This is an optimization exercise on Yosys and OpenROAD, whose aim is small area, a short achievable clock period and few clock cycles per item, not a production implementation.
Only simulation tests tie the RTL to the original design; equivalence was not proved.

==> flow/config.mk <==
export PLATFORM = sky130hd
export DESIGN_NAME = sixel_color_conv
export DESIGN_NICKNAME = sixel_color_conv
export VERILOG_FILES = /design/flow/design.v
export SDC_FILE = /design/flow/constraint.sdc
export NUM_CORES = 4
export LEC_CHECK = 0
export ABC_AREA = 1
export CAP_MARGIN = 20
export CORE_MARGIN = 2
export CORE_UTILIZATION = 70
export CTS_CLUSTER_DIAMETER = 100
export CTS_CLUSTER_SIZE = 22
export SLEW_MARGIN = 20
==> flow/constraint.sdc <==
create_clock -name core_clock -period 32.0 [get_ports {clk}]
set_input_delay 6.4000 -clock core_clock [delete_from_list [all_inputs] [get_ports {clk}]]
set_output_delay 6.4000 -clock core_clock [all_outputs]
set_load 0.01 [all_outputs]
==> flow/design.v <==
module color_converter_rgb (
    input  wire [6:0] c,
    output wire [7:0] byte_o
);
    wire [2:0] ge = (c >= 7'd90) ? 3'd5 : (c >= 7'd70) ? 3'd4 : (c >= 7'd50) ? 3'd3 :
                    (c >= 7'd30) ? 3'd2 : (c >= 7'd10) ? 3'd1 : 3'd0;
    wire [2:0] go = (c >= 7'd80) ? 3'd7 : (c >= 7'd60) ? 3'd6 : (c >= 7'd40) ? 3'd5 :
                    (c >= 7'd20) ? 3'd4 : 3'd3;
    wire [2:0] g  = c[0] ? go : ge;
    wire [7:0] a5;
    wire       co0, co1;
    radd #(8) u5 (.a({c[6:1], 2'b0}), .b({2'b0, c[6:1]}), .ci(1'b0), .s(a5), .co(co0));
    radd #(8) ug (.a(a5), .b({5'b0, g}), .ci(1'b0), .s(byte_o), .co(co1));
endmodule
module radd #(parameter W = 8) (
    input  wire [W-1:0] a,
    input  wire [W-1:0] b,
    input  wire         ci,
    output wire [W-1:0] s,
    output wire         co
);
    wire [W:0] c;
    assign c[0] = ci;
    genvar i;
    generate for (i = 0; i < W; i = i + 1) begin : g
        assign s[i]   = a[i] ^ b[i] ^ c[i];
        assign c[i+1] = (a[i] & b[i]) | (c[i] & (a[i] ^ b[i]));
    end endgenerate
    assign co = c[W];
endmodule
module csub #(parameter W = 8, parameter [W-1:0] K = 0) (
    input  wire [W-1:0] a,
    output wire [W-1:0] d,
    output wire         ge
);
    radd #(W) u (.a(a), .b(~K), .ci(1'b1), .s(d), .co(ge));
endmodule
module umul #(parameter WA = 8, parameter WB = 4) (
    input  wire [WA-1:0]    a,
    input  wire [WB-1:0]    b,
    output wire [WA+WB-1:0] p
);
    wire [WA:0] acc [0:WB-1];
    assign acc[0] = {1'b0, a & {WA{b[0]}}};
    assign p[0] = acc[0][0];
    genvar i;
    generate for (i = 1; i < WB; i = i + 1) begin : row
        wire [WA-1:0] s;
        wire          co;
        radd #(WA) u (.a(acc[i-1][WA:1]), .b(a & {WA{b[i]}}), .ci(1'b0), .s(s), .co(co));
        assign acc[i] = {co, s};
        assign p[i] = s[0];
    end endgenerate
    assign p[WA+WB-1:WB] = acc[WB-1][WA:1];
endmodule
module dstep #(parameter W = 8, parameter [W-1:0] D = 1) (
    input  wire [W-1:0] a,
    output wire         q,
    output wire [W-2:0] r
);
    wire [W:0] c;    
    assign c[0] = 1'b1;
    genvar i;
    generate for (i = 0; i < W; i = i + 1) begin : g
        if (D[i]) begin : one
            assign c[i+1] = a[i] & c[i];
            if (i < W-1) begin : rb
                assign r[i] = a[i] ^ (q & c[i]);
            end
        end else begin : zero
            assign c[i+1] = a[i] | c[i];
            if (i < W-1) begin : rb
                assign r[i] = a[i] ^ (q & ~c[i]);
            end
        end
    end endgenerate
    assign q = c[W];
endmodule
module dsteps #(parameter W = 8, parameter [W-1:0] D = 1, parameter N = 8) (
    input  wire [W-2:0] ri,
    input  wire [N-1:0] x,
    output wire [N-1:0] q,
    output wire [W-2:0] ro
);
    wire [W-2:0] rr [0:N];
    assign rr[N] = ri;
    genvar i;
    generate for (i = N-1; i >= 0; i = i - 1) begin : st
        dstep #(W, D) s (.a({rr[i+1], x[i]}), .q(q[i]), .r(rr[i]));
    end endgenerate
    assign ro = rr[0];
endmodule
module padd #(parameter W = 8) (
    input  wire [W-1:0] a,
    input  wire [W-1:0] b,
    input  wire         ci,
    output wire [W-1:0] s
);
    localparam L = (W <= 2) ? 1 : (W <= 4) ? 2 : (W <= 8) ? 3 : (W <= 16) ? 4 : (W <= 32) ? 5 : 6;
    wire [W-1:0] p = a ^ b;
    wire [W-1:0] g = a & b;
    wire [W-1:0] G [0:L];
    wire [W-1:0] P [0:L];
    assign G[0] = {g[W-1:1], g[0] | (p[0] & ci)};
    assign P[0] = p;
    genvar k, i;
    generate for (k = 0; k < L; k = k + 1) begin : lev
        for (i = 0; i < W; i = i + 1) begin : bit_
            if ((i >> k) & 1) begin : comb
                localparam integer J = ((i >> k) << k) - 1;
                assign G[k+1][i] = G[k][i] | (P[k][i] & G[k][J]);
                assign P[k+1][i] = P[k][i] & P[k][J];
            end else begin : pass
                assign G[k+1][i] = G[k][i];
                assign P[k+1][i] = P[k][i];
            end
        end
    end endgenerate
    assign s = p ^ {G[L][W-2:0], ci};
endmodule
module csa #(parameter W = 8) (
    input  wire [W-1:0] x,
    input  wire [W-1:0] y,
    input  wire [W-1:0] z,
    output wire [W-1:0] s,
    output wire [W-1:0] c
);
    assign s = x ^ y ^ z;
    assign c = {(x[W-2:0] & y[W-2:0]) | (z[W-2:0] & (x[W-2:0] ^ y[W-2:0])), 1'b0};
endmodule
module hls_a (
    input  wire        sp,
    input  wire [8:0]  h,
    input  wire [6:0]  l,
    input  wire [6:0]  s,
    output wire [12:0] C,
    output wire [2:0]  n,
    output wire [5:0]  kp
);
    wire [6:0] lm;  wire ge50;
    csub #(7, 7'd50) u50 (.a(l), .d(lm), .ge(ge50));
    wire [6:0] l100; wire co_a;
    radd #(7) u100 (.a(7'd100), .b(~l), .ci(1'b1), .s(l100), .co(co_a));
    wire [5:0] m = sp ? 6'd0 : ge50 ? l100[5:0] : l[5:0];
    wire [12:0] cp0 = {6'b0, s & {7{m[0]}}};
    wire [12:0] cp1 = {5'b0, s & {7{m[1]}}, 1'b0};
    wire [12:0] cp2 = {4'b0, s & {7{m[2]}}, 2'b0};
    wire [12:0] cp3 = {3'b0, s & {7{m[3]}}, 3'b0};
    wire [12:0] cp4 = {2'b0, s & {7{m[4]}}, 4'b0};
    wire [12:0] cp5 = {1'b0, s & {7{m[5]}}, 5'b0};
    wire [12:0] cs0, cc0, cs1, cc1, cs2, cc2, cs3, cc3;
    csa #(13) uc0 (.x(cp0), .y(cp1), .z(cp2), .s(cs0), .c(cc0));
    csa #(13) uc1 (.x(cp3), .y(cp4), .z(cp5), .s(cs1), .c(cc1));
    csa #(13) uc2 (.x(cs0), .y(cc0), .z(cs1), .s(cs2), .c(cc2));
    csa #(13) uc3 (.x(cs2), .y(cc2), .z(cc1), .s(cs3), .c(cc3));
    padd #(13) uc (.a(cs3), .b(cc3), .ci(1'b0), .s(C));
    wire [8:0] h1; wire b2;
    csub #(9, 9'd240) uh2 (.a(h), .d(h1), .ge(b2));
    wire [7:0] ha = b2 ? h1[7:0] : h[7:0];
    wire [7:0] h2; wire b1;
    csub #(8, 8'd120) uh1 (.a(ha), .d(h2), .ge(b1));
    wire [6:0] hb = b1 ? h2[6:0] : ha[6:0];
    wire [6:0] h3; wire b0;
    csub #(7, 7'd60) uh0 (.a(hb), .d(h3), .ge(b0));
    wire [5:0] u = b0 ? h3[5:0] : hb[5:0];
    assign n = (b2 & b1) ? 3'd0 : {b2, b1, b0};
    wire [5:0] u60; wire co_h;
    radd #(6) uu60 (.a(6'd60), .b(~u), .ci(1'b1), .s(u60), .co(co_h));
    assign kp = b0 ? u : u60;
endmodule
module hls_b (
    input  wire [6:0]  l,
    input  wire [12:0] C,
    input  wire [5:0]  kp,
    output wire [18:0] N1,
    output wire [18:0] V
);
    wire [13:0] ts0, tc0, ts1, tc1, t1p;
    csa #(14) ut0 (.x({1'b0, C}), .y({5'b0, l, 2'b0}), .z({2'b0, l, 5'b0}), .s(ts0), .c(tc0));
    csa #(14) ut1 (.x(ts0), .y(tc0), .z({1'b0, l, 6'd19}), .s(ts1), .c(tc1));
    padd #(14) ut (.a(ts1), .b(tc1), .ci(1'b0), .s(t1p));
    wire [18:0] ns0, nc0, ns1, nc1;
    csa #(19) un0 (.x({t1p, 5'd31}), .y({1'b0, t1p, 4'd0}), .z({4'b0, t1p, 1'b0}), .s(ns0), .c(nc0));
    csa #(19) un1 (.x(ns0), .y(nc0), .z({5'b0, t1p}), .s(ns1), .c(nc1));
    padd #(19) un (.a(ns1), .b(nc1), .ci(1'b0), .s(N1));
    wire [18:0] np0 = ~{6'b0, C & {13{kp[0]}}};
    wire [18:0] np1 = ~{5'b0, C & {13{kp[1]}}, 1'b0};
    wire [18:0] np2 = ~{4'b0, C & {13{kp[2]}}, 2'b0};
    wire [18:0] np3 = ~{3'b0, C & {13{kp[3]}}, 3'b0};
    wire [18:0] np4 = ~{2'b0, C & {13{kp[4]}}, 4'b0};
    wire [18:0] np5 = ~{1'b0, C & {13{kp[5]}}, 5'b0};
    wire [18:0] ms0, mc0, ms1, mc1, ms2, mc2, ms3, mc3;
    csa #(19) um0 (.x(np0), .y(np1), .z(np2), .s(ms0), .c(mc0));
    csa #(19) um1 (.x(np3), .y(np4), .z(np5), .s(ms1), .c(mc1));
    csa #(19) um2 (.x(ms0), .y(mc0), .z(ms1), .s(ms2), .c(mc2));
    csa #(19) um3 (.x(ms2), .y(mc2), .z(mc1), .s(ms3), .c(mc3));
    wire [18:0] vs0, vc0, vs1, vc1;
    csa #(19) uv0 (.x(ms3), .y(mc3), .z({t1p, 5'd25}), .s(vs0), .c(vc0));
    csa #(19) uv1 (.x(vs0), .y(vc0), .z(~{4'b0, t1p, 1'b0}), .s(vs1), .c(vc1));
    padd #(19) uv (.a(vs1), .b(vc1), .ci(1'b0), .s(V));
endmodule
module hls_c (
    input  wire [6:0]  l,
    input  wire [18:0] N1,
    input  wire [18:0] V,
    output wire [5:0]  qxh,      
    output wire [6:0]  rxh,      
    output wire [1:0]  xxl,      
    output wire [6:0]  thr,      
    output wire [3:0]  qmh,      
    output wire [9:0]  rmh,      
    output wire [3:0]  xml,      
    output wire [7:0]  F         
);
    wire [22:0] Nm;
    padd #(23) uv17 (.a({4'b0, V}), .b({V, 4'd4}), .ci(1'b0), .s(Nm));
    dsteps #(11, 11'd625, 4) udm (.ri(Nm[22:13]), .x(Nm[12:9]), .q(qmh), .ro(rmh));
    assign xml = Nm[8:5];
    dsteps #(8, 8'd125, 6) udmax (.ri(N1[18:12]), .x(N1[11:6]), .q(qxh), .ro(rxh));
    assign xxl = N1[5:4];
    wire [6:0] la; wire d3;
    csub #(7, 7'd80) ud3 (.a(l), .d(la), .ge(d3));
    wire [6:0] lb0 = d3 ? la : l;
    wire [6:0] lb; wire d2;
    csub #(7, 7'd40) ud2 (.a(lb0), .d(lb), .ge(d2));
    wire [5:0] lc0 = d2 ? lb[5:0] : lb0[5:0];
    wire [5:0] lc; wire d1;
    csub #(6, 6'd20) ud1 (.a(lc0), .d(lc), .ge(d1));
    wire [4:0] ld0 = d1 ? lc[4:0] : lc0[4:0];
    wire [4:0] ld; wire dd0;
    csub #(5, 5'd10) ud0 (.a(ld0), .d(ld), .ge(dd0));
    wire [3:0] m10 = dd0 ? ld[3:0] : ld0[3:0];
    wire [3:0] d10 = {d3, d2, d1, dd0};
    wire [7:0] l5; wire co_m;
    radd #(8) ul5 (.a({l[5:0], 2'b0}), .b({1'b0, l}), .ci(1'b1), .s(l5), .co(co_m));
    wire co_n;
    radd #(8) uf (.a(l5), .b({4'b0, d10}), .ci(1'b0), .s(F), .co(co_n));
    reg  [10:0] g200;
    always @(*) begin
        case (m10)
            4'd0: g200 = 11'd16;    4'd1: g200 = 11'd216;   4'd2: g200 = 11'd416;
            4'd3: g200 = 11'd616;   4'd4: g200 = 11'd816;   4'd5: g200 = 11'd1016;
            4'd6: g200 = 11'd1216;  4'd7: g200 = 11'd1416;  4'd8: g200 = 11'd1616;
            default: g200 = 11'd1816;
        endcase
    end
    wire [10:0] thw; wire co_t;
    radd #(11) uthr (.a(g200), .b(~{7'b0, N1[3:0]}), .ci(1'b1), .s(thw), .co(co_t));
    assign thr = thw[10:4];
endmodule
module hls_d (
    input  wire [7:0]  F,
    input  wire [5:0]  qxh,
    input  wire [6:0]  rxh,
    input  wire [1:0]  xxl,
    input  wire [6:0]  thr,
    input  wire [3:0]  qmh,
    input  wire [9:0]  rmh,
    input  wire [3:0]  xml,
    output wire [7:0]  bmax,
    output wire [7:0]  bmid,
    output wire [7:0]  bmin
);
    wire [9:0] rml;
    dsteps #(11, 11'd625, 4) udm (.ri(rmh), .x(xml), .q(bmid[3:0]), .ro(rml));
    assign bmid[7:4] = qmh;
    wire [6:0] rm1;
    dsteps #(8, 8'd125, 2) udmax (.ri(rxh), .x(xxl), .q(bmax[1:0]), .ro(rm1));
    assign bmax[7:2] = qxh;
    wire gt = rm1 >= thr;
    wire co_o;
    radd #(8) umin (.a(F), .b(~bmax), .ci(~gt), .s(bmin), .co(co_o));
endmodule
module sixel_color_conv (
    input  wire        clk,
    input  wire        rst,
    input  wire        in_valid,
    output wire        in_ready,
    input  wire        in_space,
    input  wire [8:0]  in_p0,
    input  wire [6:0]  in_p1,
    input  wire [6:0]  in_p2,
    output reg         out_valid,
    input  wire        out_ready,
    output wire [31:0] out_color
);
    reg  v0, v1, v2, v3;
    reg  f0, f1, f2, f3;
    reg  h0, h1, h2, h3;
    reg  ov2;
    reg  g0;                 
    reg  skv;                
    reg  rdy;                
    assign in_ready = rdy;
    wire en_oa = out_ready || !out_valid;
    wire en_ob = out_ready || !ov2;
    wire en_3a = out_ready || !f3;
    wire en_3b = out_ready || !h3;
    wire en_2a = out_ready || !f2;
    wire en_2b = out_ready || !h2;
    wire en_1a = out_ready || !f1;
    wire en_1b = out_ready || !h1;
    wire en_0a = out_ready || !f0;
    wire en_0b = out_ready || !h0;
    wire in0  = skv || in_valid;                     
    wire a_o  = v3;
    wire a_3  = v2;
    wire a_2  = v1;
    wire a_1  = v0;
    wire a_0  = in0;
    wire b_o  = out_valid || v3;
    wire b_3  = f3 || v2;
    wire b_2  = f2 || v1;
    wire b_1  = f1 || v0;
    wire b_0  = g0 || in0;
    wire n_o  = out_ready ? a_o : b_o;
    wire n_3  = out_ready ? a_3 : b_3;
    wire n_2  = out_ready ? a_2 : b_2;
    wire n_1  = out_ready ? a_1 : b_1;
    wire n_0  = out_ready ? a_0 : b_0;
    wire nf3  = out_ready ? (a_o && a_3) : (b_o && b_3);
    wire nf2  = out_ready ? (a_o && a_3 && a_2) : (b_o && b_3 && b_2);
    wire nf1  = out_ready ? (a_o && a_3 && a_2 && a_1) : (b_o && b_3 && b_2 && b_1);
    wire nf0  = out_ready ? (a_o && a_3 && a_2 && a_1 && a_0)
                          : (b_o && b_3 && b_2 && b_1 && b_0);
    wire nskv = out_ready ? 1'b0 : (g0 && in0);
    wire ng0  = n_o && n_3 && n_2 && n_1 && n_0;      
    wire nh3  = n_3 && n_o;
    wire nh2  = n_2 && (n_3 && n_o);
    wire nh1  = (n_1 && n_2) && (n_3 && n_o);
    wire nh0  = (n_0 && n_1) && (n_2 && (n_3 && n_o));
    wire nov2 = v3 || (!out_ready && out_valid);
    always @(posedge clk) begin
        if (rst) begin
            out_valid <= 1'b0;
            v3 <= 1'b0; v2 <= 1'b0; v1 <= 1'b0; v0 <= 1'b0;
            f3 <= 1'b0; f2 <= 1'b0; f1 <= 1'b0; f0 <= 1'b0; g0 <= 1'b0;
            h3 <= 1'b0; h2 <= 1'b0; h1 <= 1'b0; h0 <= 1'b0; ov2 <= 1'b0;
            skv <= 1'b0;
            rdy <= 1'b1;
        end else begin
            out_valid <= n_o;
            v3 <= n_3; v2 <= n_2; v1 <= n_1; v0 <= n_0;
            f3 <= nf3; f2 <= nf2; f1 <= nf1; f0 <= nf0; g0 <= ng0;
            h3 <= nh3; h2 <= nh2; h1 <= nh1; h0 <= nh0; ov2 <= nov2;
            skv <= nskv;
            rdy <= !nskv;
        end
    end
    reg  [22:0] skid;
    reg  [22:0] s0;
    wire [8:0]  in_p0m  = in_space ? {2'b11, in_p0[6:0]} : in_p0;
    wire [22:0] in_ops  = {in_p0m, in_p1, in_p2};
    wire [22:0] s0_in   = skv ? skid : in_ops;
    always @(posedge clk) begin
        skid <= s0_in;
        if (en_0a) s0[22:12] <= s0_in[22:12];
        if (en_0b) s0[11:0]  <= s0_in[11:0];
    end
    wire       s0_sp = s0[22] & s0[21];
    wire [8:0] s0_h  = s0[22:14];
    wire [6:0] s0_l  = s0[13:7];
    wire [6:0] s0_s  = s0[6:0];
    wire [12:0] a_C;
    wire [2:0]  a_n;
    wire [5:0]  a_kp;
    hls_a u_a (.sp(s0_sp), .h(s0_h), .l(s0_l), .s(s0_s), .C(a_C), .n(a_n), .kp(a_kp));
    reg [6:0]  s1_l;
    reg [12:0] s1_C;
    reg [8:0]  s1_kn;
    reg [6:0]  s1_b;         
    always @(posedge clk) begin
        if (en_1a) begin
            s1_l  <= s0_l;
            s1_C  <= a_C;
        end
        if (en_1b) begin
            s1_b  <= s0_s;
            s1_kn <= s0_sp ? {2'b11, s0_h[6:0]} : {a_n, a_kp};
        end
    end
    wire s1_sp = s1_kn[8] & s1_kn[7];
    wire [18:0] b_N1, b_V;
    hls_b u_b (.l(s1_l), .C(s1_C), .kp(s1_kn[5:0]), .N1(b_N1), .V(b_V));
    reg [6:0]  s2_l;
    reg [2:0]  s2_n;
    reg [18:0] s2_N1, s2_V;
    always @(posedge clk) begin
        if (en_2a) begin
            s2_l  <= s1_l;
            s2_N1 <= b_N1;
        end
        if (en_2b) begin
            s2_n  <= s1_sp ? 3'd7 : s1_kn[8:6];
            s2_V  <= s1_sp ? {5'b0, s1_kn[6:0], s1_b} : b_V;
        end
    end
    wire [5:0] c_qxh;
    wire [6:0] c_rxh, c_thr;
    wire [1:0] c_xxl;
    wire [7:0] c_F;
    wire [3:0] c_qmh, c_xml;
    wire [9:0] c_rmh;
    wire s2_sp = &s2_n;
    hls_c u_c (.l(s2_l), .N1(s2_N1), .V(s2_V), .qxh(c_qxh), .rxh(c_rxh), .xxl(c_xxl),
               .thr(c_thr), .qmh(c_qmh), .rmh(c_rmh), .xml(c_xml), .F(c_F));
    wire [7:0] c_r, c_b;
    color_converter_rgb u_cr (.c(s2_V[13:7]), .byte_o(c_r));
    color_converter_rgb u_cb (.c(s2_V[6:0]),  .byte_o(c_b));
    reg [2:0]  s3_n;
    reg [5:0]  s3_qxh;
    reg [6:0]  s3_rxh, s3_thr;
    reg [1:0]  s3_xxl;
    reg [7:0]  s3_F;
    reg [17:0] s3_m;
    always @(posedge clk) begin
        if (en_3a) begin
            s3_qxh <= c_qxh;
            s3_rxh <= c_rxh;
            s3_xxl <= c_xxl;
            s3_thr <= c_thr;
            s3_F   <= c_F;
        end
        if (en_3b) begin
            s3_n   <= s2_n;
            s3_m   <= s2_sp ? {2'b0, c_b, c_r} : {c_qmh, c_rmh, c_xml};
        end
    end
    wire [7:0] bmax, bmid, bmin;
    hls_d u_d (.F(s3_F), .qxh(s3_qxh), .rxh(s3_rxh), .xxl(s3_xxl), .thr(s3_thr),
               .qmh(s3_m[17:14]), .rmh(s3_m[13:4]), .xml(s3_m[3:0]),
               .bmax(bmax), .bmid(bmid), .bmin(bmin));
    reg [7:0] R, G, B;
    always @(*) begin
        case (s3_n)
            3'd1:    begin R = bmax; G = bmin; B = bmid; end
            3'd2:    begin R = bmax; G = bmid; B = bmin; end
            3'd3:    begin R = bmid; G = bmax; B = bmin; end
            3'd4:    begin R = bmin; G = bmax; B = bmid; end
            3'd5:    begin R = bmin; G = bmid; B = bmax; end
            3'd7:    begin R = s3_m[7:0]; G = bmax; B = s3_m[15:8]; end
            default: begin R = bmid; G = bmin; B = bmax; end
        endcase
    end
    reg [23:0] oc;
    assign out_color = {8'hFF, oc};
    always @(posedge clk) begin
        if (en_oa) oc[11:0]  <= {G[3:0], R};
        if (en_ob) oc[23:12] <= {B, G[7:4]};
    end
endmodule
==> flow/flow/run.sh <==
#!/bin/bash
# The standard layout (the standard.sh, unchanged synthesis), with one
# change: the buffers ORFS puts on every input and output port are buf_2
# cells instead of the default pick. The make output goes to flow.log.
set -euo pipefail
bash standard.sh "BUFFER_PORTS_ARGS=-buffer_cell sky130_fd_sc_hd__buf_2" finish > flow.log 2>&1
==> flow/standard.sh <==
#!/bin/bash
# synth_recipe.tcl (not shown) runs the flow's synth.tcl, then flattens the netlist and writes it again
# the make line also repeats each setting of config.mk as NAME=value (left out here)
make -C /OpenROAD-flow-scripts/flow DESIGN_CONFIG=/design/flow/config.mk WORK_HOME=/design/flow/orfs CLKGATE_MAP_FILE= SYNTH_SCRIPT=/design/flow/synth_recipe.tcl "${@:-finish}"
==> flow_summary.html, run 1 <==
<table>
<tr><th>Metric</th><th>Value</th></tr>
<tr><th colspan="2">Run status</th></tr>
<tr><td>Result of the run</td><td>complete, no violations</td></tr>
<tr><th colspan="2">Global routing</th></tr>
<tr><td>Global routing usage summed across all routing layers</td><td>between 20% and 30%</td></tr>
<tr><td>Layer carrying the most global-route usage</td><td>met2</td></tr>
<tr><td>Pin count of the biggest net entering global routing</td><td>27</td></tr>
<tr><td>Vias in the first global route</td><td>14,000</td></tr>
<tr><td>Global routing usage on met3</td><td>3.40%</td></tr>
<tr><td>Wire length of the first global-routing pass</td><td>65.4 mm</td></tr>
<tr><td>Met1 global-route usage</td><td>35.0%</td></tr>
<tr><td>Number of antenna violations at the first check in global routing</td><td>1</td></tr>
<tr><td>Aggregate global routing overflow</td><td>0</td></tr>
<tr><td>Met2 routing resource usage after global routing</td><td>approximately half</td></tr>
<tr><th colspan="2">STA</th></tr>
<tr><td>Setup TNS after final layout</td><td>0 ns</td></tr>
<tr><td>Final setup viols</td><td>0</td></tr>
<tr><td>Final Skew</td><td>0.0119 ns</td></tr>
<tr><td>Crit path time final</td><td>7.94 ns</td></tr>
<tr><td>Fraction of the cycle the final worst path needs</td><td>24.8%</td></tr>
<tr><td>Max Transition Viols Final</td><td>0</td></tr>
<tr><td>Final Hold Slack</td><td>0.444 ns</td></tr>
<tr><td>Setup repair after global routing missed its margin</td><td>false</td></tr>
<tr><td>Endpoints failing hold</td><td>0</td></tr>
<tr><td>Worst Tran Pin Value</td><td>~1.1 ns</td></tr>
<tr><td>Highest clock rate</td><td>0.126 GHz</td></tr>
<tr><td>Final critical-path setup slack</td><td>roughly 24 ns</td></tr>
<tr><td>Tightest slew margin relative to the limit</td><td>28.4%</td></tr>
<tr><th colspan="2">Yosys</th></tr>
<tr><td>Ys async rst share</td><td>0%</td></tr>
<tr><td>Dominant combinational cell family by area after synthesis</td><td>adder cells</td></tr>
<tr><td>Mean Syn Cell Area</td><td>about 8.9 um^2</td></tr>
<tr><td>Dominant cell type by area after synthesis</td><td>edfxtp_1</td></tr>
<tr><td>Cells taking the most area after synthesis</td><td>edfxtp_1, fa_1, ha_1, nand2_1, inv_1</td></tr>
<tr><td>Most used DFF post-synth</td><td>edfxtp_1</td></tr>
<tr><td>Simple-gate area share of the yosys netlist</td><td>a little under a fifth</td></tr>
<tr><td>XOR/XNOR share of the synthesized area</td><td>4.83%</td></tr>
<tr><td>Multiplexer share of the synthesized area</td><td>less than 1%</td></tr>
<tr><td>Adder-cell share of the synthesized area</td><td>28.8%</td></tr>
<tr><td>Cells after Synth</td><td>2,181</td></tr>
<tr><td>Share of synthesized area occupied by flip-flops and latches</td><td>between 30% and 40%</td></tr>
<tr><td>Number of storage elements in the synthesis netlist</td><td>about 220</td></tr>
<tr><td>EDFF count, synth</td><td>182</td></tr>
<tr><td>Number of warnings printed during yosys synthesis</td><td>9</td></tr>
<tr><td>Proportion of netlist area held by the largest area contributor</td><td>28.3%</td></tr>
<tr><td>Synth cell types</td><td>59</td></tr>
<tr><td>Compound-Gate Fraction of Synth Area</td><td>6.81%</td></tr>
<tr><td>Summed instance area of the synthesized netlist</td><td>around 0.019 mm^2</td></tr>
<tr><th colspan="2">Drt</th></tr>
<tr><td>DRC violations left</td><td>0</td></tr>
<tr><td>Number of vias in the routed layout</td><td>14,000</td></tr>
<tr><td>DRT iter0 DRCs</td><td>about 860</td></tr>
<tr><td>Routed Wire Length</td><td>38.5 mm</td></tr>
<tr><td>Drt via density</td><td>5.42</td></tr>
<tr><td>Routed wirelength normalized by instance count</td><td>~15 um</td></tr>
<tr><td>First-pass DRT Iterations</td><td>7</td></tr>
<tr><td>Post-DRT Antenna Nets</td><td>0</td></tr>
<tr><th colspan="2">Final layout</th></tr>
<tr><td>Final #Nets</td><td>2,605</td></tr>
<tr><td>Number of diodes</td><td>0</td></tr>
<tr><td>Number of fill cells</td><td>between 1,500 and 2,000</td></tr>
<tr><td>Fraction of layout instances using a drive strength above 1</td><td>approximately 6.4%</td></tr>
<tr><td>Synthesis-to-layout area growth</td><td>5.26%</td></tr>
<tr><th colspan="2">Critical path</th></tr>
<tr><td>Critical register-to-register path endpoint</td><td>s3_m[5]</td></tr>
<tr><td>Dominant delay contributor by cell family on the critical path</td><td>simple AND/OR/NAND/NOR gates</td></tr>
<tr><td>Cells on worst reg2reg path</td><td>41</td></tr>
<tr><td>Startpoint of the lowest-slack register-to-register path</td><td>s2_V[11]</td></tr>
<tr><td>Number of buffer and inverter instances along the worst setup path</td><td>2</td></tr>
<tr><td>Kind of critical path</td><td>input pin to flip-flop</td></tr>
<tr><td>Slowest cell delay on critical path</td><td>about 0.85 ns</td></tr>
<tr><td>Setup slack on the worst flop-to-flop path</td><td>24.48 ns</td></tr>
<tr><td>Setup crit end kind</td><td>flip-flop</td></tr>
<tr><td>Arrival @ worst endpoint</td><td>7.92 ns</td></tr>
<tr><td>Worst setup path start</td><td>out_ready</td></tr>
<tr><td>Critical path's slowest cell</td><td>nand2_1</td></tr>
<tr><td>Setup crit start kind</td><td>input pin</td></tr>
<tr><td>List of cells traversed by the critical path</td><td>buf_2 &gt; inv_1 &gt; nand2_1</td></tr>
<tr><td>Worst setup path endpoint</td><td>s2_l[5]</td></tr>
<tr><td>Maximum fanout encountered on the critical timing path</td><td>26</td></tr>
<tr><td>Depth of the critical timing path with buffers and inverters included</td><td>3</td></tr>
<tr><td>Required time reported for the critical path endpoint</td><td>31.98 ns</td></tr>
<tr><th colspan="2">Clocking</th></tr>
<tr><td>Number of clock sinks seen by CTS</td><td>222</td></tr>
<tr><td>CTS resizes</td><td>0</td></tr>
<tr><td>Clock slew at the register clock pins of the worst setup and hold paths</td><td>0.09 ns</td></tr>
<tr><td>Number of hold-repair buffers added at the cts stage</td><td>0</td></tr>
<tr><td>CTS tree</td><td>done</td></tr>
<tr><td>Max Buffers Root-to-Sink</td><td>3</td></tr>
<tr><td>Level count of the clock H-tree</td><td>1</td></tr>
<tr><td>Worst skew pair latency</td><td>approximately 0.48 ns</td></tr>
<tr><td>Root buffer selected by CTS</td><td>clkbuf_16</td></tr>
<tr><td>CTS buffer count</td><td>14</td></tr>
<tr><td>Post-CTS setup buffer count</td><td>0</td></tr>
<tr><th colspan="2">Floorplan</th></tr>
<tr><td>IO Pins</td><td>between 60 and 70</td></tr>
<tr><td>Number of rows created at floorplan</td><td>60</td></tr>
<tr><td>Height of the die</td><td>between 150 and 200 um</td></tr>
<tr><td>Core ar.</td><td>0.0270 mm^2</td></tr>
<tr><td>Horizontal extent of the die</td><td>~170 um</td></tr>
<tr><td>Initial Util</td><td>71.5%</td></tr>
<tr><td>Floorplan die area</td><td>0.0290 mm^2</td></tr>
<tr><th colspan="2">Min path</th></tr>
<tr><td>Type of the worst min-delay path</td><td>flip-flop to flip-flop</td></tr>
<tr><th colspan="2">Placement</th></tr>
<tr><td>Pre-CTS setup slack</td><td>between 20 and 25 ns</td></tr>
<tr><td>Number of port buffers</td><td>53</td></tr>
<tr><td>Half-perimeter wire length after detailed placement</td><td>32.0 mm</td></tr>
<tr><td>Placer congestion estimate</td><td>between 0.9 and 1</td></tr>
<tr><th colspan="2">Flow run</th></tr>
<tr><td># Max-Cap Violations</td><td>0</td></tr>
</table>
-- per-stage QoR --
| step | utilization, % | instance area, um^2 | cells |
|---|---|---|---|
| floorplan | - | 19400 | 2188 |
| global placement | 73.7 | 19900 | 2552 |
| detailed placement | 73.7 | 19900 | 2553 |
| CTS | 75.3 | 20400 | 2577 |
| global route | 75.3 | 20400 | 2577 |
| finish | 75.3 | 20400 | 2577 |
-- layout make-up --
cell class / count / area [um^2] / area share (%)
timing repair buffer: 59 / 318 / 1.56
tap: 341 / 427 / 2.10
inverter: 402 / 1510 / 7.41
sequential: 222 / 6270 / 30.8
clock buffer: 21 / 398 / 1.96
clock inverter: 3 / 26.3 / 0.129
multi-input combinational: 1529 / 11400 / 56.1
-- kinds of logic after synthesis --
family / after synthesis
and+or+nand+nor: 839
buffers and inverters: 437
adders and majority gates: 349
AOI/OAI and AO/OA: 225
DFF: 222
xor gates and xnor gates: 105
muxes: 3
other: 1
-- cells in the mapped netlist (9+ instances only) --
library cell and count:
dfxtp_1 40, fa_1 161, nand2_2 20, nor2_1 142
nand4_1 12, inv_1 393, xor2_1 52, ha_1 188
nand2_1 548, a21oi_1 83, o22ai_1 9, or2_2 10
o21ai_0 73, clkbuf_1 24, edfxtp_1 182, nor3_1 18
nand3_1 60, xnor2_1 51
-- layout by cell type, fill, tap and decap left out, drive strengths merged, types with 2 or more instances in the layout --
| cell type | netlist | layout |
|---|---|---|
| edfxtp | 182 | 182 |
| buf | 11 | 59 |
| a21o | 8 | 8 |
| o2111ai | 8 | 8 |
| o21a | 2 | 2 |
| a22oi | 3 | 3 |
| a211oi | 4 | 4 |
| clkbuf | 24 | 21 |
| o211ai | 6 | 6 |
| nor2 | 148 | 148 |
| or2 | 13 | 13 |
| mux2i | 3 | 3 |
| nand2 | 574 | 574 |
| inv | 400 | 402 |
| ha | 188 | 188 |
| a221o | 2 | 2 |
| o311ai | 4 | 4 |
| o21ai | 77 | 77 |
| xnor2 | 51 | 51 |
| o22ai | 9 | 9 |
| a31o | 2 | 2 |
| clkinv | 2 | 3 |
| nand3 | 65 | 65 |
| o21bai | 5 | 5 |
| a21oi | 85 | 85 |
| dfxtp | 40 | 40 |
| conb | 1 | 8 |
| nand3b | 5 | 5 |
| nand4 | 13 | 13 |
| a31oi | 6 | 6 |
| fa | 161 | 161 |
| nor3 | 18 | 18 |
| and2 | 2 | 2 |
| xor2 | 54 | 54 |
-- routing by layer --
layer / vias to the layer above / wire (um) / share of wire (%)
met2: 362 / 19200 / 50
met5: - / 18 / 0.047
li1: 7009 / - / -
met1: 6498 / 15900 / 41
met4: 2 / 1560 / 4.0
met3: 100 / 1810 / 4.7
-- worst reg2reg max path, delay by kind of cell (launching register included) --
kind                     cells  cell delay, ns
AND/OR/NAND/NOR             30            3.83
adder cells (fa/ha/maj)      6            2.04
AO/OA/AOI/OAI                2            0.27
flip-flops                   1            0.56
XOR/XNOR                     2            0.52
buffers and inverters        1            0.05
-- registers in the layout, summed over array words and instances (netlist names), 2 cells and up --
name / count
s3_xxl: 2
s1_l: 7
oc: 24
s3_m: 18
s3_rxh: 7
s2_n: 3
s2_N1: 19
s2_l: 7
s3_thr: 7
skid: 23
s1_C: 13
s2_V: 19
s0: 23
s3_n: 3
s3_F: 8
s3_qxh: 6
s1_kn: 9
s1_b: 7
-- worst min-delay path by stage --
| stage | cells after the start | to | slack [ns] | from |
|---|---|---|---|---|
| final | 2 | v1 | 0.44 | v0 |
| after global routing | 2 | v3 | 0.48 | v2 |
| after CTS | 2 | v1 | 0.45 | v0 |
| after detailed placement | 2 | v3 | 0.44 | v2 |
| after global placement | 2 | v3 | 0.42 | v2 |
| after floorplan | 0 | s3_xxl[0] | 0.40 | s2_N1[4] |
Testbench counts, summed over its fixed seeds: cycles 16,040, items 16,000.
==> inputs of run 2 (changes only) <==
--- a/flow/config.mk
+++ b/flow/config.mk
@@ -11,4 +11,4 @@
 export CORE_UTILIZATION = 70
 export CTS_CLUSTER_DIAMETER = 100
 export CTS_CLUSTER_SIZE = 22
-export SLEW_MARGIN = 20
+export SLEW_MARGIN = 65
==> run 2 against run 1 <==
  * Still clean
  * Sequential share of layout area shrank 0.36 points
  * First-iteration DRC count is 12% higher
  * Non-clock buffer count rose by 10
  * Hold slack better by 0.0069 ns
  * Utilization up 0.91 points
  * Count of clock-buffer cells in the layout unchanged
  * Highest routed layer is now met4
==> flow_summary.html, run 2 <==
<table>
<tr><th>Metric</th><th>Value</th></tr>
<tr><th colspan="2">Run status</th></tr>
<tr><td>Result of the run</td><td>complete, no violations</td></tr>
<tr><th colspan="2">Clocking</th></tr>
<tr><td>Root buffer selected by CTS</td><td>clkbuf_16</td></tr>
<tr><td>Clock slew at the register clock pins of the worst setup and hold paths</td><td>0.08 ns</td></tr>
<tr><td>Post-CTS setup buffer count</td><td>0</td></tr>
<tr><td>Worst skew pair latency</td><td>0.49 ns</td></tr>
<tr><td>Number of clock sinks seen by CTS</td><td>around 220</td></tr>
<tr><td>Number of hold-repair buffers added at the cts stage</td><td>0</td></tr>
<tr><td>Max Buffers Root-to-Sink</td><td>3</td></tr>
<tr><td>Level count of the clock H-tree</td><td>1</td></tr>
<tr><td>CTS tree</td><td>done</td></tr>
<tr><td>CTS buffer count</td><td>14</td></tr>
<tr><td>CTS resizes</td><td>0</td></tr>
<tr><th colspan="2">Global routing</th></tr>
<tr><td>Global routing usage summed across all routing layers</td><td>28.4%</td></tr>
<tr><td>Wire length of the first global-routing pass</td><td>65.5 mm</td></tr>
<tr><td>Vias in the first global route</td><td>~14,000</td></tr>
<tr><td>Aggregate global routing overflow</td><td>0</td></tr>
<tr><td>Number of antenna violations at the first check in global routing</td><td>0</td></tr>
<tr><td>Pin count of the biggest net entering global routing</td><td>31</td></tr>
<tr><th colspan="2">Critical path</th></tr>
<tr><td>Kind of critical path</td><td>flip-flop to primary output</td></tr>
<tr><td>Setup crit end kind</td><td>primary output</td></tr>
<tr><td>Arrival @ worst endpoint</td><td>~1.2 ns</td></tr>
<tr><td>Maximum fanout encountered on the critical timing path</td><td>3</td></tr>
<tr><td>Dominant delay contributor by cell family on the critical path</td><td>flip-flops</td></tr>
<tr><td>List of cells traversed by the critical path</td><td>buf_2</td></tr>
<tr><td>Number of buffer and inverter instances along the worst setup path</td><td>1</td></tr>
<tr><td>Required time reported for the critical path endpoint</td><td>25.60 ns</td></tr>
<tr><td>Cells on worst reg2reg path</td><td>41</td></tr>
<tr><td>Setup crit start kind</td><td>flip-flop</td></tr>
<tr><td>Critical path's slowest cell</td><td>dfxtp_1</td></tr>
<tr><td>Slowest cell delay on critical path</td><td>0.51 ns</td></tr>
<tr><td>Depth of the critical timing path with buffers and inverters included</td><td>1</td></tr>
<tr><th colspan="2">Yosys</th></tr>
<tr><td>Cell types with the highest counts after synthesis</td><td>nand2_1, inv_1, ha_1</td></tr>
<tr><td>Dominant cell type by area after synthesis</td><td>edfxtp_1</td></tr>
<tr><td>Ys async rst share</td><td>0%</td></tr>
<tr><td>Most used standard cell by instance count after synthesis</td><td>nand2_1</td></tr>
<tr><td>EDFF count, synth</td><td>182</td></tr>
<tr><td>Most used DFF post-synth</td><td>edfxtp_1</td></tr>
<tr><td>Share of synthesized area occupied by flip-flops and latches</td><td>32.4%</td></tr>
<tr><td>Number of storage elements in the synthesis netlist</td><td>222</td></tr>
<tr><td>Synth cell types</td><td>59</td></tr>
<tr><td>Proportion of netlist area held by the largest area contributor</td><td>28.3%</td></tr>
<tr><td>Summed instance area of the synthesized netlist</td><td>0.0193 mm^2</td></tr>
<tr><td>Cells taking the most area after synthesis</td><td>edfxtp_1, fa_1, ha_1, nand2_1, inv_1</td></tr>
<tr><td>Mean Syn Cell Area</td><td>8.87 um^2</td></tr>
<tr><td>Number of warnings printed during yosys synthesis</td><td>9</td></tr>
<tr><td>Cells after Synth</td><td>between 2,000 and 2,500</td></tr>
<tr><th colspan="2">Final layout</th></tr>
<tr><td>Final #Nets</td><td>2,615</td></tr>
<tr><td>Number of diodes</td><td>0</td></tr>
<tr><td>Number of flip-flops in the largest register</td><td>24</td></tr>
<tr><td>Fraction of layout instances using a drive strength above 1</td><td>8.02%</td></tr>
<tr><td>Number of fill cells</td><td>1,910</td></tr>
<tr><td>Commonest cells after routing, fill and taps aside</td><td>nand2_1, inv_1, ha_1</td></tr>
<tr><td>Largest reg by FF count</td><td>oc</td></tr>
<tr><td>Largest registers</td><td>oc (24), s0 (23), skid (23)</td></tr>
<tr><td>Most common library cell in the layout ignoring fill and taps</td><td>nand2_1</td></tr>
<tr><td>Synthesis-to-layout area growth</td><td>6.53%</td></tr>
<tr><th colspan="2">Drt</th></tr>
<tr><td>Routed wirelength normalized by instance count</td><td>15.2 um</td></tr>
<tr><td>DRT iter0 DRCs</td><td>a little under 1,000</td></tr>
<tr><td>Routed Wire Length</td><td>about 40 mm</td></tr>
<tr><td>Post-DRT Antenna Nets</td><td>0</td></tr>
<tr><td>First-pass DRT Iterations</td><td>6</td></tr>
<tr><td>Number of vias in the routed layout</td><td>14,200</td></tr>
<tr><td>DRC violations left</td><td>0</td></tr>
<tr><td>Drt via density</td><td>~5.5</td></tr>
<tr><th colspan="2">Floorplan</th></tr>
<tr><td>Number of rows created at floorplan</td><td>60</td></tr>
<tr><td>Horizontal extent of the die</td><td>170 um</td></tr>
<tr><td>Height of the die</td><td>170 um</td></tr>
<tr><td>Initial Util</td><td>slightly above 70%</td></tr>
<tr><td>IO Pins</td><td>slightly above 60</td></tr>
<tr><td>Core ar.</td><td>0.0270 mm^2</td></tr>
<tr><td>Floorplan die area</td><td>0.0290 mm^2</td></tr>
<tr><th colspan="2">STA</th></tr>
<tr><td>Final Skew</td><td>0.0139 ns</td></tr>
<tr><td>Fraction of the cycle the final worst path needs</td><td>23.7%</td></tr>
<tr><td>Tightest slew margin relative to the limit</td><td>64.1%</td></tr>
<tr><td>Worst Tran Pin Value</td><td>0.536 ns</td></tr>
<tr><td>Crit path time final</td><td>7.59 ns</td></tr>
<tr><td>Final setup viols</td><td>0</td></tr>
<tr><td>Final critical-path setup slack</td><td>24.41 ns</td></tr>
<tr><td>Highest clock rate</td><td>0.132 GHz</td></tr>
<tr><td>Final Hold Slack</td><td>about 0.45 ns</td></tr>
<tr><td>Endpoints failing hold</td><td>0</td></tr>
<tr><td>Setup TNS after final layout</td><td>0 ns</td></tr>
<tr><td>Setup repair after global routing missed its margin</td><td>false</td></tr>
<tr><td>Max Transition Viols Final</td><td>0</td></tr>
<tr><th colspan="2">Placement</th></tr>
<tr><td>Number of port buffers</td><td>53</td></tr>
<tr><td>Pre-CTS setup slack</td><td>24.03 ns</td></tr>
<tr><td>Placer congestion estimate</td><td>slightly above 0.9</td></tr>
<tr><td>Half-perimeter wire length after detailed placement</td><td>between 30 and 40 mm</td></tr>
<tr><th colspan="2">Min path</th></tr>
<tr><td>Worst Hold Depth</td><td>2</td></tr>
<tr><td>Type of the worst min-delay path</td><td>flip-flop to flip-flop</td></tr>
<tr><th colspan="2">Flow run</th></tr>
<tr><td># Max-Cap Violations</td><td>0</td></tr>
</table>
run 2: cell counts after synthesis:
No cell type changed its count.
run 2: logic make-up after synthesis:
logic type / after synthesis / share of synthesized area (%)
and+or+nand+nor: 839 / 18.2
buffers and inverters: 437 / 8.72
adders and majority gates: 349 / 28.8
AOI/OAI and AO/OA: 225 / 6.81
DFF: 222 / 32.4
xor gates and xnor gates: 105 / 4.83
muxes: 3 / 0.155
other: 1 / 0.0194
run 2: metrics by stage:
| stage | instance area (um^2) | utilization (%) | std cells |
|---|---|---|---|
| floorplan | 19400 | - | 2188 |
| global placement | 19900 | 73.7 | 2552 |
| detailed placement | 20100 | 74.4 | 2562 |
| CTS | 20500 | 76.0 | 2585 |
| global route | 20600 | 76.2 | 2586 |
| finish | 20600 | 76.2 | 2586 |
run 2: cell type report:
class	count	area [um^2]	share of cell area (%)
Timing Repair Buffer	69	382	1.85
Clock buffer	21	398	1.93
Clock inverter	2	25.0	0.121
Sequential cell	222	6270	30.4
Tap cell	341	427	2.07
Inverter	402	1510	7.34
Multi-Input combinational cell	1529	11600	56.3
run 2: layer usage:
layer	global-route usage (%)	vias up	part of all wire (%)
met2	51.6	394	50
met3	3.23	91	4.7
li1	-	7037	-
met4	10.3	0	3.7
met5	0	-	0
met1	35.0	6660	42
run 2: final timing paths:
| path | startpoint | end | slack (ns) |
|---|---|---|---|
| setup / recovery | out_valid | out_valid | 24.41 |
| hold / removal | v2 | v3 | 0.45 |
| setup reg to reg | s2_V[6] | s3_m[5] | 24.51 |
| hold reg to reg | v2 | v3 | 0.45 |

==> re-timing with driven ports <==
In the flow no input, the clock included, has a driving cell. The finished layouts below were timed again as built, in two steps. Step 1, drivers: a clkbuf_16 drives clk and a buf_2 each remaining input, both assumed. Step 2 also shifts input and output timing later by t, the mid clock arrival at the registers, as if the neighbouring blocks saw the same clock. a / b / c = ideal ports / drivers / drivers and shift; a / b = the first two.
| run | t (ns) | setup slack, ns | clock arrival spread, ns |
|---|---|---|---|
| run 1 | 0.526 | 24.063 / 24.096 / 23.570 | 0.014 / 0.013 |
| run 2 | 0.536 | 24.406 / 24.355 / 23.993 | 0.014 / 0.014 |
After both steps setup and hold are still met in every run listed. For run 1, which loses most, drivers alone change the setup slack by +0.033 ns; drivers and shift together by -0.493 ns.
